Context: an optimization exercise on an open-source flow, tuned for small area. The choices shown serve that exercise and are no tape-out recipe. RTL that was checked went through simulation tests only; none was proved equivalent to the original. Power is estimated from default activity; no workload was simulated.

==> 07-16 <==
// klt_block
module klt_block (
    input  wire        clk,
    input  wire        rst,
    input  wire [3:0]  col_n,
    input  wire        led_ready,
    output wire [3:0]  row_n,
    output wire        led_valid,
    output wire [31:0] led_word,
    output wire        pwm_out,
    output wire        reboot_req,
    output wire        log_valid,
    output wire [4:0]  log_code
);
clock: 10.0 ns
lec_check: 0
cap_margin: 20
core_margin: 2
core_utilization: 40
slew_margin: 20
standard.sh (not shown) runs the stock make flow with config.mk's settings and CLKGATE_MAP_FILE= SYNTH_SCRIPT=/design/flow/synth_recipe.tcl, a recipe that flattens the netlist after the stock synthesis.
==> flow/flow/run.sh <==
#!/bin/bash
# The standard layout, except: the port buffers are the smallest buffer
# (buf_1) and Yosys does not map adder cells (the design has no arithmetic;
# the half-adder cells it picks up are used as plain AND gates).
export BUFFER_PORTS_ARGS="-buffer_cell sky130_fd_sc_hd__buf_1"
bash standard.sh ADDER_MAP_FILE= finish > standard.log 2>&1
==> 10-18 (differences from 07-16) <==
--- a/flow/design.v
+++ b/flow/design.v
@@ -16,13 +16,14 @@
                      S_TON  = 4'b1000, S_TGAP = 4'b1001, S_HOLD = 4'b1010, S_IDLE = 4'b1011;
     localparam [8:0] P0 = 9'b000000011;      
     localparam [5:0] S0 = 6'b011110;      
     reg [3:0]  ph;
     reg [10:0] pws;      
     reg        pwh;      
-    reg [3:0]  sync1;
+    reg        sync1a;   
+    reg        sync1b;   
     reg        sync2;    
     reg [8:0]  psc;
     reg [5:0]  sub;
     reg [1:0]  kr, kc;
     reg [3:0]  apc;
     wire       waiting = ph[3] & ~ph[2];
@@ -33,26 +34,24 @@
     wire       u9      = sub[0] & sub[1];     
     wire       u59     = sub[0] & ~sub[1] & sub[2] & ~sub[3] & ~sub[4] & ~sub[5];    
     wire       plast   = sub[0] & sub[1] & sub[4];    
     wire [3:0] key     = {kr, kc};
     wire       col_now = sync2;
     wire       mel     = apc[3];
-    wire k0  = (key == 4'd0);
-    wire kA  = (key == 4'd3);
-    wire kB  = (key == 4'd7);
-    wire kC  = (key == 4'd11);
-    wire kZ  = (key == 4'd13);
-    wire kH  = (key == 4'd14);
-    wire kD  = (key == 4'd15);
+    wire k0    = (key == 4'd0);
+    wire kZ    = (key == 4'd13);
+    wire kfill = kc[1] & (kc[0] | (kr[1] & kr[0]));       
+    wire h_k0  = ~kr[0] & ~kc[0];                          
+    wire h_kZ  = kc[0] & ~kc[1];                           
     reg tdone;
     always @(*) begin
         case (ph)
             S_TON:   tdone = pwrap & (mel ? u9 : u3);
             S_TGAP:  tdone = pwrap & (mel ? u2 : u3);
-            S_HOLD:  tdone = (pwrap & (k0 ? u59 : u1)) | ~(k0 | kZ);    
-            default: tdone = pwrap & u1;                                
+            S_HOLD:  tdone = (pwrap & (h_k0 ? u59 : u1)) | ~(h_k0 | h_kZ);    
+            default: tdone = pwrap & u1;                                      
         endcase
     end
     wire gbit = (sub[3] & sub[4] & ~apc[1]) |
                  (~sub[0] & sub[1] & ~sub[4] & apc[1]) |
                  (~sub[2] & ~sub[3] & ~sub[4] & sub[5] & apc[1]) |
                  (sub[0] & ~sub[4] & ~sub[5] & ~apc[1]) |
@@ -66,37 +65,39 @@
                  (~sub[0] & sub[3] & sub[4] & ~sub[5] & ~apc[2]) |
                  (sub[2] & sub[5] & ~apc[1]) |
                  (sub[2] & sub[3] & ~apc[0] & ~apc[1]) |
                  (sub[2] & sub[3] & ~sub[4] & ~apc[2]) |
                  (sub[0] & sub[2] & sub[4] & apc[0] & apc[2]) |
                  (sub[0] & ~sub[1] & ~sub[4] & ~sub[5] & apc[0] & apc[2]);
-    wire red   = (k0 & gbit) | kC;
-    wire green = kD;
-    wire blue  = kB;
-    wire white = kH;
-    assign led_word = {1'b0, green | white, {6{green}},
-                       1'b0, red, red | white, {5{red}},
-                       {3{blue}}, blue | white, {4{blue}},
+    wire e_gw  = kr[1] & kr[0];                            
+    wire e_g   = kr[1] & kr[0] & kc[0];                    
+    wire e_w   = kr[1] & ~kc[0];                           
+    wire e_b   = ~kr[1] & kr[0];                           
+    wire e_r   = ~kr[0] & (kr[1] | (~kc[0] & gbit));       
+    assign led_word = {1'b0, e_gw, {6{e_g}},
+                       1'b0, e_r, e_r | e_w, {5{e_r}},
+                       {3{e_b}}, e_b | e_w, {4{e_b}},
                        8'h00};
     assign led_valid  = (ph == S_EMIT);
     assign pwm_out    = (ph == S_TON) & ~pwh;
     assign reboot_req = (ph == S_HALT);
-    assign log_valid  = (ph == S_DISP) & (apc == 4'd1);
+    assign log_valid  = (ph == S_DISP) & apc[0] & ~apc[1] & ~apc[2];
     assign log_code   = {1'b1, kr, kc};
     assign row_n      = (ph[3:2] == 2'b01) ? ~(4'b0001 << kr) : 4'b1111;
     wire scan_go = (ph == S_RST) || (ph == S_IDLE && tdone);
     reg [1:0] kc_n;
     always @(*) begin
         kc_n = kc;
         if (scan_go) kc_n = 2'd0;
         else if (ph == S_COL && col_now) kc_n = kc + 2'd1;
     end
     wire pwz = (pws[9:0] == 10'd0);
     always @(posedge clk) begin
-        sync1 <= col_n;
-        sync2 <= sync1[kc_n];
+        sync1a <= col_n[kc_n];
+        sync1b <= col_n[kc_n + 2'd1];
+        sync2  <= (kc_n == kc) ? sync1a : sync1b;
         kc    <= kc_n;
         if (!waiting || pwrap) psc <= P0;
         else                   psc <= {psc[7:0], psc[3] ^ psc[8]};
         if (!(waiting || ph == S_EMIT) || (waiting && tdone) || (ph == S_EMIT && led_ready && plast))
             sub <= S0;
         else if ((waiting && pwrap) || (ph == S_EMIT && led_ready))
@@ -134,29 +135,24 @@
                         apc <= 4'd1;
                         ph  <= S_DISP;
                     end
                 end
                 S_DISP: begin
                     if (k0) begin
-                        if (apc == 4'd1) begin
-                            ph <= S_TON;
-                        end else if (apc == 4'd8) begin
-                            ph <= S_TON;
-                        end else if (apc == 4'd0) begin
-                            ph <= S_IDLE;
-                        end else begin
-                            ph <= S_EMIT;
-                        end
-                    end else if ((kA | kB | kC | kH | kD) && apc == 4'd1) begin
-                        ph  <= S_EMIT;
-                    end else if (kZ && apc == 4'd1) begin
-                        ph  <= S_HOLD;
+                        if (apc[3] | (apc[0] & ~apc[1] & ~apc[2]))
+                            ph <= S_TON;                       
+                        else if (~apc[0] & ~apc[2] & ~apc[3])
+                            ph <= S_IDLE;                      
+                        else
+                            ph <= S_EMIT;                      
+                    end else if (kfill & apc[0]) begin
+                        ph <= S_EMIT;
                     end else if (kZ) begin
-                        ph <= S_HALT;
+                        ph <= apc[0] ? S_HOLD : S_HALT;        
                     end else begin
-                        ph  <= S_IDLE;
+                        ph <= S_IDLE;
                     end
                 end
                 S_TON: begin
                     if (tdone) begin
                         ph  <= S_TGAP;
                     end
==> flow/flow/run.sh (replaced) <==
#!/bin/bash
# The standard layout (standard.sh, which writes the ORFS logs under
# orfs/logs), with these changes; make's own output goes to standard.log.
#  - Synthesis maps the logic for area: ABC runs flow/abc.script (deep AIG
#    optimisation, then area-oriented mapping) instead of ORFS's speed script,
#    and no adder cells are mapped (the design has no arithmetic). Registers
#    are mapped exactly as in the standard synthesis.
#  - Port buffers are the smallest buffer (buf_1) instead of a delay cell.
#  - Tie cells are not split per load (SKIP_REPAIR_TIE_FANOUT): one tie
#    cell drives all constant-0 outputs.
#  - Clock tree: sinks clustered under clkbuf_8 buffers, no dummy loads.
set -e
W=$PWD
mkdir -p "$W/scripts"
for f in "$FLOW_HOME"/scripts/*; do ln -sf "$f" "$W/scripts/"; done
rm -f "$W/scripts/abc_speed.script"
cp "$W/flow/abc.script" "$W/scripts/abc_speed.script"
export BUFFER_PORTS_ARGS="-buffer_cell sky130_fd_sc_hd__buf_1"
export CTS_ARGS="-sink_clustering_enable -repair_clock_nets -sink_clustering_size 100 -sink_clustering_max_diameter 500 -buf_list sky130_fd_sc_hd__clkbuf_8 -dont_use_dummy_load"
export SKIP_REPAIR_TIE_FANOUT=1
bash standard.sh SCRIPTS_DIR="$W/scripts" ADDER_MAP_FILE= finish > standard.log 2>&1
==> flow/flow/abc.script (new file) <==
&get -n
&st
&deepsyn -T 20
&dch -f
&nf -a -p -R 1000
&put
topo
dnsize -c
==> summary of the runs <==
Of 10-18 and 07-16, 07-16 has the higher sequential power (gap about 13%, measured against 07-16). Flip-flop and latch count: 10-18 is lower than 07-16 (2). Cell area: 07-16 is higher than 10-18 (about 25%). In 07-16 the wire length is larger than in 10-18, by 25%. 10-18 finished with timing, DRC and antenna clean. 07-16 produced a clean layout. Of 10-18 and 07-16, 10-18 has the higher utilization (gap 1.8 points). Against 10-18, the cell count of 07-16 is higher by 19%. Of 10-18 and 07-16, 10-18 has the higher critical path depth (gap 2). Area after synthesis: 10-18 is lower than 07-16 (21%). Against 10-18, the sequential share of layout area of 07-16 is lower by 6.5 points.
The RTL of 07-16 was laid out without a check of its function.

[port drivers added, routing unchanged]
In the flow no input, the clock included, has a driving cell. The finished layouts below were timed again as built, in two steps.
Step 1 sets driving cells, clkbuf_16 on the clock port and buf_2 on the other inputs (assumed; they add their load-dependent delay and slew).
Step 2 also shifts input and output timing later by t, the mid clock arrival at the registers, as if the neighbouring blocks saw the same clock.
a / b / c = ideal / step 1 / step 2; a / b = the first two.
run	t, ns	slack for setup (ns)	latest minus earliest clock arrival (ns)	worst data-port slew with drivers (ns)
07-16	0.321	5.275 / 5.246 / 5.567	0.005 / 0.005	0.03
10-18	0.317	5.990 / 5.960 / 6.215	0.022 / 0.022	0.03
After both steps setup and hold are still met in every run listed.
